From an optimization exercise on the open Yosys and OpenROAD flow, aimed at small area, a short achievable clock period and few clock cycles; shortcuts taken in it are not production practice. Only simulation tests tie the RTL to the original design; equivalence was not proved. Power and IR drop assume default switching activity.

Design eac3lc, start of the top module:
module eac3lc (
    input  wire        clk,
    input  wire        rst,
    input  wire        host_req,
    input  wire        host_we,
    input  wire        host_buf,
    input  wire [7:0]  host_addr,
    input  wire [31:0] host_wdata,
    output reg  [31:0] host_rdata,
    output wire        busy
);
Size: about 4600 cells after synthesis, about 950 flip-flops, about 78 I/O pins, ~46000 um2 of cells after synthesis.
clock: 12.0 ns
lec_check: 0
cap_margin: 20
core_margin: 2
core_utilization: 50
cts_cluster_diameter: 60
cts_cluster_size: 20
place_density: 0.6
slew_margin: 20
standard.sh (not shown) runs the stock make flow with config.mk's settings and CLKGATE_MAP_FILE= SYNTH_SCRIPT=/design/flow/synth_recipe.tcl, a recipe that flattens the netlist after the stock synthesis.
==> flow/flow/run.sh <==
#!/bin/bash
# The standard layout, with the timing repair aiming 8 ns below the clock
# period and free to resize cells across footprints. Each step's full output
# stays in the ORFS logs under orfs/logs; make's own output goes to make.log.
set -euo pipefail
bash standard.sh SETUP_SLACK_MARGIN=8 MATCH_CELL_FOOTPRINT=0 finish > make.log 2>&1
The first run ran to the end with no violations.
Testbench counts at the start, summed over its fixed seeds: cycles 26,169.
Edit:
==> flow/flow/run.sh (replaced) <==
#!/bin/bash
# The standard layout, with the timing repair aiming 7.5 ns below the clock
# period and free to resize cells across footprints. Each step's full output
# stays in the ORFS logs under orfs/logs; make's own output goes to make.log.
set -euo pipefail
bash standard.sh SETUP_SLACK_MARGIN=7.5 MATCH_CELL_FOOTPRINT=0 finish > make.log 2>&1
--- a/flow/config.mk
+++ b/flow/config.mk
@@ -10 +10 @@
-export CORE_UTILIZATION = 50
+export CORE_UTILIZATION = 46
@@ -13 +13 @@
-export PLACE_DENSITY = 0.6
+export PLACE_DENSITY = 0.56
The changed run completed with no timing, DRC or antenna violations.
Non-clock buffer count drops by 122.
Global-route usage falls by 3.2 points.
Final area decreases by a few percent.

========
eac3lc again, from the RTL that the note above started with.
==> flow/config.mk <==
export PLATFORM = sky130hd
export DESIGN_NAME = eac3lc
export DESIGN_NICKNAME = eac3lc
export VERILOG_FILES = /design/flow/design.v
export SDC_FILE = /design/flow/constraint.sdc
export NUM_CORES = 4
export LEC_CHECK = 0
export CAP_MARGIN = 20
export CORE_MARGIN = 2
export CORE_UTILIZATION = 46
export CTS_CLUSTER_DIAMETER = 60
export CTS_CLUSTER_SIZE = 20
export PLACE_DENSITY = 0.56
export SLEW_MARGIN = 20
==> flow/constraint.sdc <==
create_clock -name core_clock -period 12.0 [get_ports {clk}]
set_input_delay 2.4000 -clock core_clock [delete_from_list [all_inputs] [get_ports {clk}]]
set_output_delay 2.4000 -clock core_clock [all_outputs]
set_load 0.01 [all_outputs]
==> flow/flow/run.sh <==
#!/bin/bash
# The standard layout, with the timing repair aiming 8.5 ns below the clock
# period and free to resize cells across footprints. Each step's full output
# stays in the ORFS logs under orfs/logs; make's own output goes to make.log.
set -euo pipefail
bash standard.sh SETUP_SLACK_MARGIN=8.5 MATCH_CELL_FOOTPRINT=0 finish > make.log 2>&1
The starting point completed with no timing, DRC or antenna violations.
Testbench counts at the start, summed over its fixed seeds: cycles 26,169.
Next try:
==> flow/flow/run.sh (replaced) <==
#!/bin/bash
# The standard layout, with the timing repair aiming 8 ns below the clock
# period and free to resize cells across footprints. Each step's full output
# stays in the ORFS logs under orfs/logs; make's own output goes to make.log.
set -euo pipefail
bash standard.sh SETUP_SLACK_MARGIN=8 MATCH_CELL_FOOTPRINT=0 finish > make.log 2>&1
Outcome: Die area is unchanged; sequential power barely changes; sequential share of layout area climbs by 4.6 points; core utilization drops by 6.2 points; worst setup slack gets better by 0.037 ns; total power drops by 1.9%; cell count drops by 4.1%.

========
Setup of try-umber:
eac3lc, a different RTL version from the one above (not shown whole).
For scale: about 78 I/O pins, about 45000 um2 of cells after synthesis.
Design eac3lc, start of the top module:
module eac3lc (
    input  wire        clk,
    input  wire        rst,
    input  wire        host_req,
    input  wire        host_we,
    input  wire        host_buf,
    input  wire [7:0]  host_addr,
    input  wire [31:0] host_wdata,
    output reg  [31:0] host_rdata,
    output wire        busy
);
export LEC_CHECK = 0
export CAP_MARGIN = 20
export CORE_MARGIN = 2
export CORE_UTILIZATION = 55
export CTS_BUF_LIST = sky130_fd_sc_hd__clkbuf_8
export CTS_CLUSTER_SIZE = 24
export PLACE_DENSITY = 0.65
export SLEW_MARGIN = 20
create_clock -name core_clock -period 12.0 [get_ports {clk}]
==> flow/flow/run.sh <==
#!/bin/bash
# The standard layout, with the timing repair aiming 8 ns below the clock
# period, free to resize cells across footprints, and buf_4 port buffers.
# Each step's full output stays in the ORFS logs under orfs/logs; make's own
# output goes to make.log.
set -euo pipefail
bash standard.sh SETUP_SLACK_MARGIN=8 MATCH_CELL_FOOTPRINT=0 \
  "BUFFER_PORTS_ARGS=-buffer_cell sky130_fd_sc_hd__buf_4" finish > make.log 2>&1
Testbench counts of try-umber, summed over its fixed seeds: cycles 26,169.
Setup changes, try-umber to try-amber
# try-umber
export LEC_CHECK = 0
export CAP_MARGIN = 20
export CORE_MARGIN = 2
export CORE_UTILIZATION = 55
export CTS_BUF_LIST = sky130_fd_sc_hd__clkbuf_8
export CTS_CLUSTER_SIZE = 24
export PLACE_DENSITY = 0.65
export SLEW_MARGIN = 20
create_clock -name core_clock -period 12.0 [get_ports {clk}]
# try-amber
export LEC_CHECK = 0
export CAP_MARGIN = 20
export CORE_MARGIN = 2
export CORE_UTILIZATION = 40
export PLACE_DENSITY = 0.5
export SLEW_MARGIN = 20
create_clock -name core_clock -period 12.0 [get_ports {clk}]
Findings:
try-amber ended with every stage complete and zero timing, DRC or antenna violations. On clock power, try-umber beats try-amber. Against try-umber, try-amber comes in 17% higher on vertical die dimension. Taking try-umber as the reference, in try-amber clock latency reported for the late side of the worst-skew pair fell 0.14 ns; layout overhead on the synthesized area rose 3.7 points; final weighted congestion in routability-driven placement fell 9.9%; routed metal-1 wirelength rose about 19%.
> inputs changed (try-amber -> try-fjord)
# try-amber
export LEC_CHECK = 0
export CAP_MARGIN = 20
export CORE_MARGIN = 2
export CORE_UTILIZATION = 40
export PLACE_DENSITY = 0.5
export SLEW_MARGIN = 20
create_clock -name core_clock -period 12.0 [get_ports {clk}]
# try-fjord
export LEC_CHECK = 0
export CAP_MARGIN = 20
export CORE_MARGIN = 2
export CORE_UTILIZATION = 40
export CTS_CLUSTER_DIAMETER = 45
export CTS_CLUSTER_SIZE = 24
export PLACE_DENSITY = 0.5
export SLEW_MARGIN = 20
create_clock -name core_clock -period 12.0 [get_ports {clk}]
==> flow/flow/run.sh <==
#!/bin/bash
# The standard layout, with the timing repair aiming 8 ns below the clock
# period and free to resize cells across footprints. Each step's full output
# stays in the ORFS logs under orfs/logs; make's own output goes to make.log.
set -euo pipefail
bash standard.sh SETUP_SLACK_MARGIN=8 MATCH_CELL_FOOTPRINT=0 finish > make.log 2>&1
--- outcome ---
After detailed routing, try-amber needs more wire than try-fjord. From try-fjord to try-amber, detailed-route DRC error count did not move at all. On via count of the first global-routing pass, the lower figure sits with try-amber, not try-fjord.
For try-quartz, these inputs were changed with respect to try-fjord:
# try-fjord
export LEC_CHECK = 0
export CAP_MARGIN = 20
export CORE_MARGIN = 2
export CORE_UTILIZATION = 40
export CTS_CLUSTER_DIAMETER = 45
export CTS_CLUSTER_SIZE = 24
export PLACE_DENSITY = 0.5
export SLEW_MARGIN = 20
create_clock -name core_clock -period 12.0 [get_ports {clk}]
# try-quartz
export LEC_CHECK = 0
export CAP_MARGIN = 20
export CORE_MARGIN = 2
export CORE_UTILIZATION = 40
export CTS_CLUSTER_DIAMETER = 60
export CTS_CLUSTER_SIZE = 20
export PLACE_DENSITY = 0.5
export SLEW_MARGIN = 20
create_clock -name core_clock -period 12.0 [get_ports {clk}]
==> run notes <==
try-quartz vs try-fjord: share of power burned in the clock network down. The run with more routed wire is try-fjord, not try-quartz. Per the comparison of try-quartz with try-fjord, number of H-tree branching levels now sits lower; combinational power held; average wire per standard cell now larger.

========
Setup of run A:
eac3lc again, from the RTL that the note above started with.
==> flow/config.mk <==
export PLATFORM = sky130hd
export DESIGN_NAME = eac3lc
export DESIGN_NICKNAME = eac3lc
export VERILOG_FILES = /design/flow/design.v
export SDC_FILE = /design/flow/constraint.sdc
export NUM_CORES = 4
export LEC_CHECK = 0
export ABC_AREA = 1
export CAP_MARGIN = 20
export CORE_MARGIN = 2
export CORE_UTILIZATION = 40
export PLACE_DENSITY = 0.5
export SLEW_MARGIN = 20
==> flow/constraint.sdc <==
create_clock -name core_clock -period 12.0 [get_ports {clk}]
set_input_delay 2.4000 -clock core_clock [delete_from_list [all_inputs] [get_ports {clk}]]
set_output_delay 2.4000 -clock core_clock [all_outputs]
set_load 0.01 [all_outputs]
==> flow/flow/run.sh <==
#!/bin/bash
# The standard layout, with the timing repair aiming 8 ns below the clock
# period and free to resize cells across footprints. Each step's full output
# stays in the ORFS logs under orfs/logs; make's own output goes to make.log.
set -euo pipefail
bash standard.sh SETUP_SLACK_MARGIN=8 MATCH_CELL_FOOTPRINT=0 finish > make.log 2>&1
Testbench counts of run A, summed over its fixed seeds: cycles 26,169.
Setup changes, run A to run B
Settings: a deleted ABC_AREA that had been 1.
Notes after the runs:
Run B vs. run A: shortest clock period the worst path allows after layout went up by 0.20 ns.
Pin count of the biggest net entering global routing, run A and run B: lower on run A
Run B completed end to end with timing, DRC and antenna clean.
Compared with run A, run B shows a lower met3 demand-to-capacity share in global routing.

==> static timing again, ports no longer ideal <==
The flow's constraints put no driver on any port. The routed layouts listed below were extracted and timed again, unchanged, in two steps.
Step 1, drivers: a clkbuf_16 drives clk and a buf_2 each remaining input, both assumed.
Step 2 moves the port delays by t, midway between the first and last clock arrival at a register: inputs arrive t later, outputs are due t later. That takes back most of the time a late clock gives input paths.
Slacks: no drivers / after step 1 / after step 2; pairs: no drivers / after step 1.
run | shift t [ns] | slack for setup (ns) | worst setup path after step 2
the first run of note 1 | 0.752 | 7.526 / 7.526 / 7.267 | input to register
the second run of note 1 | 0.777 | 7.449 / 7.490 / 6.713 | input to register
the first run of note 2 | 0.760 | 7.633 / 7.554 / 7.450 | input to register
the second run of note 2 | 0.762 | 7.669 / 7.627 / 7.228 | input to register
try-umber | 0.899 | 7.050 / 6.981 / 7.183 | input to register
try-amber | 0.773 | 7.410 / 7.332 / 7.185 | input to register
try-fjord | 0.824 | 7.468 / 7.390 / 7.160 | input to register
try-quartz | 0.757 | 7.461 / 7.383 / 7.192 | input to register
run A | 0.766 | 7.670 / 7.670 / 7.167 | input to register
run B | 0.772 | 7.469 / 7.389 / 7.227 | input to register
After both steps every run listed still meets setup and hold. The setup slack of the second run of note 1, which loses most, moves by +0.041 ns with the drivers and by -0.736 ns with both steps.
